This is an optimization exercise on Yosys and OpenROAD, whose aim is small area, a short achievable clock period and few clock cycles, not a production implementation. In this exercise RTL edits were held to simulation tests only and were not proved equivalent to the original. Power and IR drop assume default switching activity.

[flow/run.sh]
#!/bin/bash
# synth_recipe.tcl (not shown) runs the flow's synth.tcl, then flattens the netlist and writes it again
# the make line also repeats each setting of config.mk as NAME=value (left out here)
make -C /OpenROAD-flow-scripts/flow DESIGN_CONFIG=/design/flow/config.mk WORK_HOME=/design/flow/orfs CLKGATE_MAP_FILE= SYNTH_SCRIPT=/design/flow/synth_recipe.tcl finish
[flow/config.mk]
export PLATFORM = sky130hd
export DESIGN_NAME = crc32_forge
export DESIGN_NICKNAME = crc32_forge
export VERILOG_FILES = /design/flow/design.v
export SDC_FILE = /design/flow/constraint.sdc
export NUM_CORES = 4
export LEC_CHECK = 0
export CAP_MARGIN = 20
export CORE_MARGIN = 2
export CORE_UTILIZATION = 40
export PLACE_DENSITY = 0.6
export SLEW_MARGIN = 20
[flow/constraint.sdc]
create_clock -name core_clock -period 5.0 [get_ports {clk}]
set_input_delay 1.0000 -clock core_clock [delete_from_list [all_inputs] [get_ports {clk}]]
set_output_delay 1.0000 -clock core_clock [all_outputs]
set_load 0.01 [all_outputs]
[flow/design.v]
module crc32_forge (
    input  wire        clk,
    input  wire        rst,         
    input  wire        cmd_valid,
    output wire        cmd_ready,
    input  wire [1:0]  cmd,
    input  wire [31:0] data,
    input  wire [2:0]  len,         
    input  wire        pad,         
    output wire        busy,        
    output wire [31:0] crc,         
    output reg         fdone,       
    output reg  [31:0] patch,       
    output reg         vfail        
);
    localparam [1:0] C_INIT = 2'd0, C_DATA = 2'd1, C_LOAD = 2'd2, C_FORGE = 2'd3;
    localparam [2:0] S_IDLE   = 3'd0,
                     S_DATA   = 3'd1,
                     S_PROBE  = 3'd2,
                     S_MUL    = 3'd3,
                     S_RED    = 3'd4,
                     S_VERIFY = 3'd5;
    localparam [31:0] POLY_R = 32'hEDB88320;    
    localparam [32:0] G      = 33'h1_04C1_1DB7;
    localparam [31:0] INVX32 = 32'hCBF1ACDA;     
    reg [2:0]  state;
    reg [31:0] crc_st;      
    reg [31:0] work;        
    reg [31:0] dbuf;        
    reg [63:0] fq;          
    reg [3:0]  cnt;
    reg [31:0] target;
    reg        pad_r;
    reg [31:0] k;           
    reg [63:0] mcand;       
    reg [63:0] prod;        
    reg [31:0] rem;
    reg [6:0]  bcnt;
    assign cmd_ready = (state == S_IDLE);
    assign busy      = (state != S_IDLE);
    assign crc       = crc_st ^ 32'hFFFFFFFF;
    function [31:0] crc_byte;
        input [31:0] c;
        input [7:0]  b;
        integer i;
        begin
            crc_byte = c ^ {24'd0, b};
            for (i = 0; i < 8; i = i + 1)
                crc_byte = crc_byte[0] ? (crc_byte >> 1) ^ POLY_R : (crc_byte >> 1);
        end
    endfunction
    function [31:0] rev32;
        input [31:0] v;
        integer i;
        begin
            for (i = 0; i < 32; i = i + 1) rev32[i] = v[31 - i];
        end
    endfunction
    function [31:0] brev8w;
        input [31:0] v;
        integer i, j;
        begin
            for (j = 0; j < 4; j = j + 1)
                for (i = 0; i < 8; i = i + 1)
                    brev8w[8*j + i] = v[8*j + 7 - i];
        end
    endfunction
    wire [31:0] work_nx = crc_byte(work, fq[63:56]);
    wire [32:0] red_t   = {rem, prod[63]};
    wire [31:0] red_nx  = red_t[32] ? red_t[31:0] ^ G[31:0] : red_t[31:0];
    wire [31:0] corr    = red_nx;    
    wire [31:0] patch_v = brev8w(corr);
    always @(posedge clk) begin
        fdone <= 1'b0;
        if (rst) begin
            state  <= S_IDLE;
            crc_st <= 32'hFFFFFFFF;
        end else begin
            case (state)
            S_IDLE: begin
                if (cmd_valid) begin
                    case (cmd)
                    C_INIT: crc_st <= 32'hFFFFFFFF;
                    C_LOAD: crc_st <= data;
                    C_DATA: begin
                        dbuf  <= data;
                        cnt   <= {1'b0, len};
                        state <= S_DATA;
                    end
                    default: begin  
                        target <= data;
                        pad_r  <= pad;
                        work   <= crc_st;
                        fq     <= pad ? 64'h08080808_00000000 : 64'd0;
                        cnt    <= pad ? 4'd8 : 4'd4;
                        state  <= S_PROBE;
                    end
                    endcase
                end
            end
            S_DATA: begin
                crc_st <= crc_byte(crc_st, dbuf[7:0]);
                dbuf   <= dbuf >> 8;
                cnt    <= cnt - 4'd1;
                if (cnt == 4'd1) state <= S_IDLE;
            end
            S_PROBE: begin
                work <= work_nx;
                fq   <= fq << 8;
                cnt  <= cnt - 4'd1;
                if (cnt == 4'd1) begin
                    k     <= rev32(target ^ work_nx ^ 32'hFFFFFFFF);
                    mcand <= {32'd0, INVX32};
                    prod  <= 64'd0;
                    bcnt  <= 7'd32;
                    state <= S_MUL;
                end
            end
            S_MUL: begin
                if (k[0]) prod <= prod ^ mcand;
                k     <= k >> 1;
                mcand <= mcand << 1;
                bcnt  <= bcnt - 7'd1;
                if (bcnt == 7'd1) begin
                    rem   <= 32'd0;
                    bcnt  <= 7'd64;
                    state <= S_RED;
                end
            end
            S_RED: begin
                rem  <= red_nx;
                prod <= prod << 1;
                bcnt <= bcnt - 7'd1;
                if (bcnt == 7'd1) begin
                    patch <= patch_v;
                    work  <= crc_st;
                    fq    <= pad_r ? {32'h08080808, patch_v} : {patch_v, 32'd0};
                    cnt   <= pad_r ? 4'd8 : 4'd4;
                    state <= S_VERIFY;
                end
            end
            S_VERIFY: begin
                work <= work_nx;
                fq   <= fq << 8;
                cnt  <= cnt - 4'd1;
                if (cnt == 4'd1) begin
                    vfail <= ((work_nx ^ 32'hFFFFFFFF) != target);
                    if ((work_nx ^ 32'hFFFFFFFF) == target) crc_st <= work_nx;
                    fdone <= 1'b1;
                    state <= S_IDLE;
                end
            end
            default: state <= S_IDLE;
            endcase
        end
    end
endmodule
==> impl_metrics.py <==
metrics = {
    "die": {
        "coreArea_sq_um": 50200,
        "die_x_um": 230,
        "start_util_pct": 40.6,
        "rows": 82,
        "die_area_sq_um": 52700,
        "num_io_pins": 109,
        "die_h_um": 230,
    },
    "layout": {
        "final_nets": 1826,
        "area_growth_pct": 16.3,
        "drive_above_1_share_pct": 7.20,
        "final_common_cell": "edfxtp_1",
        "n_antenna_cell": 0,
        "nFillCells": 4513,
        "layout_common_cells": "edfxtp_1, nand2_1, xnor2_1, o21ai_0, clkdlybuf4s50_1",
    },
    "logic_synthesis": {
        "avgSynthCellArea_sq_um": 12.1,
        "yosys_warnings": 1,
        "synth_edf_count": 395,
        "netlist_area_sq_um": 20400,
        "synthArstFlopShare_pct": 0,
        "syn_inst": 1687,
        "synth_cell_types": 61,
        "synth_ff_type": "edfxtp_1",
        "ys_seq_area_share_pct": 61.8,
        "ys_ff_latch": 431,
        "syn_nets": 1732,
    },
    "power": {
        "clkPwrFrac_pct": 33.6,
        "peakVddDrop_mv": 0.257,
        "sequentialPowerShare_pct": 43.5,
        "swShare_pct": 29.7,
        "p_comb_share_pct": 22.9,
        "switchingPower_w": 0.00293,
        "p_int_w": 0.00694,
        "p_total_w": 0.00987,
        "powerDensity_nw_per_um2": 417,
        "p_leak_nw": 8.54,
    },
    "cts": {
        "cts_resized": 0,
        "cts_hold_buffers": 0,
        "clk_path_buf_depth": 3,
        "clkSlewWorstSetupHoldPaths_ps": 60,
        "numCtsBuffers": 48,
        "root_buffer": "clkbuf_16",
        "post_cts_buffers": 0,
        "h-tree-depth": 2,
        "cts_sinks": 431,
        "clk_latency_ps": 600,
        "tritoncts": "yes",
    },
    "critical_path": {
        "path_cells": "xnor2_4, xnor3_1, xnor2_2, xor2_1, nand4b_1, nor4b_2, a31oi_2, or2_2, a211o_1",
        "cp.arrival_ps": 4380,
        "path_max_fanout": 22,
        "slowest_delay_ps": 570,
        "r2r_start": "fq[56]$_SDFFCE_PP0P_",
        "crit_buf_inv": 0,
        "crit_start": "fq[56]$_SDFFCE_PP0P_",
        "cp-start-kind": "flop",
        "required_ps": 5490,
        "cp_slowest_cell": "or2_2",
        "worst-setup-path-type": "reg -> reg",
        "critPathCaptureType": "flop",
        "cp_top_family": "XOR/XNOR gates",
    },
    "placed_design": {
        "hpwl_um": 36700,
        "gp_congestion": 0.949,
        "portBuffers": 108,
        "post-place-ws_ps": 1190,
    },
    "global_routing": {
        "grt_pass1_vias": 12829,
        "grt_max_degree": 72,
        "grt_usage_pct": 20.4,
        "grt_pass1_wl_um": 81600,
        "antenna_found_initial": 0,
        "overflow": 0,
    },
    "drt": {
        "wire_per_inst_um": 21.6,
        "vias": 13177,
        "avgViaCountPerCell": 5.29,
        "drt_iter0_drc": 1286,
        "first_pass_iters": 5,
        "totalWireLength_um": 53700,
        "drc": 0,
        "drtAntennaViolNets": 0,
    },
    "min_path": {
        "hold_path_startpoint": "crc_st[21]$_SDFFE_PP1P_",
        "hold_path_class": "reg -> reg",
    },
    "timing": {
        "tightest_slew_ps": 1060,
        "tns_ps": 0,
        "drv_slew": 0,
        "maxSlewHeadroom_pct": 29.2,
        "setup_viol": 0,
        "setup_slack_ps": 1120,
        "final_hold_viol_count": 0,
        "grt_setup_unrepaired": "false",
        "finalClockSkew_ps": 22.3,
        "period_minus_slack_ps": 3880,
        "finalCritPeriodShare_pct": 77.7,
        "fmax_mhz": 258,
    },
    "status": {
        "status": "complete, no violations",
    },
    "flow_run": {
        "drv_cap": 0,
    },
}
-- per-stage QoR --
stage,hold WS (ps),instance area [sq um],instances,util (%)
global placement,433,22200,2403,44.3
floorplan,418,20400,1687,-
finish,455,23700,2491,47.2
global route,475,23700,2491,47.2
CTS,455,23700,2491,47.2
detailed placement,441,22200,2403,44.3
-- cells by family after synthesis --
| kind of cell | synth area share, % |
|---|---|
| and+or+nand+nor | 11.2 |
| DFF | 61.8 |
| xor gates and xnor gates | 13.7 |
| AOI/OAI and AO/OA | 9.12 |
| muxes | 1.04 |
| buffers and inverters | 3.00 |
| adders and majority gates | 0.246 |
-- area by class of cell --
class	instances	area (sq um)	share of cell area, %
Timing Repair Buffer	139	1330	5.63
Sequential cell	431	12600	53.1
Inverter	62	233	0.982
Tap cell	672	841	3.55
Multi-Input combinational cell	1099	7250	30.6
Clock buffer	65	1280	5.42
Clock inverter	23	165	0.697
-- power groups by stage --
| stage | combinational (W) | clock, W | sequential (W) |
|---|---|---|---|
| 2_1_floorplan | 0.00153 | 0 | 0.00433 |
| 3_3_place_gp | 0.00223 | 0 | 0.00437 |
| 3_5_place_dp | 0.00224 | 0 | 0.00437 |
| 4_1_cts | 0.00224 | 0.00338 | 0.00429 |
| 5_1_grt | 0.00243 | 0.00352 | 0.00431 |
| 6_report | 0.00226 | 0.00331 | 0.00430 |
-- routing by layer --
metal  vias up  track usage, %  part of all wire (%)  wire length, um
li1       6126               -                     -                -
met3        87            3.51                   6.3             3410
met5         -               0                     0                0
met2       435            30.1                    44            23700
met4         0            7.33                   3.4             1830
met1      6529            30.1                    46            24800
-- state kept, by name, indices dropped and copies added (netlist names) --
register  flops
fq           64
mcand        63
prod         63
crc_st       32
dbuf         32
k            32
patch        32
rem          32
target       32
work         32
bcnt          7
cnt           4
state         3
fdone         1
pad_r         1
vfail         1
-- synthesized netlist by cell type (19+ instances only) --
library cell | n | area [sq um]
mux2i_1 | 20 | 200
o21ai_0 | 139 | 696
and3_1 | 24 | 150
nand2_1 | 244 | 916
or3_1 | 19 | 119
xor2_1 | 60 | 526
and2_1 | 50 | 313
inv_1 | 62 | 233
a22o_1 | 32 | 280
clkbuf_1 | 78 | 293
dfxtp_1 | 36 | 721
xnor2_1 | 173 | 1520
edfxtp_1 | 395 | 11900
a21oi_1 | 50 | 250
nor2_1 | 110 | 413
-- worst paths after layout --
kind	end	slack [ps]	depth (start not counted)
setup / recovery	crc_st[22]$_SDFFE_PP1P_	1120	9
hold / removal	crc_st[21]$_SDFFE_PP1P_	460	1
setup reg to reg	crc_st[22]$_SDFFE_PP1P_	1120	9
hold reg to reg	crc_st[21]$_SDFFE_PP1P_	460	1
-- worst register-to-register path: cells and delay by family (launching register included) --
family,cells,cell delay [ps]
flops,1,480
compound gates,2,550
simple gates,3,1240
xor+xnor,4,1530
Testbench counts, summed over its fixed seeds: cycles 75,079.

[what the ideal ports hide]
In the flow no input, the clock included, has a driving cell. The finished layout below was timed again as built, in two steps.
Step 1 assumes that a clkbuf_16 drives the clock port and a buf_2 every other input.
Step 2, shift: input delay + t, output delay - t, t = (earliest + latest rising clock arrival at the registers) / 2. This alone moves slack from input paths to output paths.
Slacks: ideal / step 1 / step 2; pairs: ideal / step 1.
t, ns: 0.652
setup WS [ns]: 1.117 / 1.117 / 1.117
latest minus earliest clock arrival (ns): 0.022 / 0.022
worst data-port slew with drivers (ns): 0.05
pins driven straight from the clock port: 1
After both steps this run still meets setup and hold. The setup slack of this run moves by 0.000 ns with the drivers and by 0.000 ns with both steps.
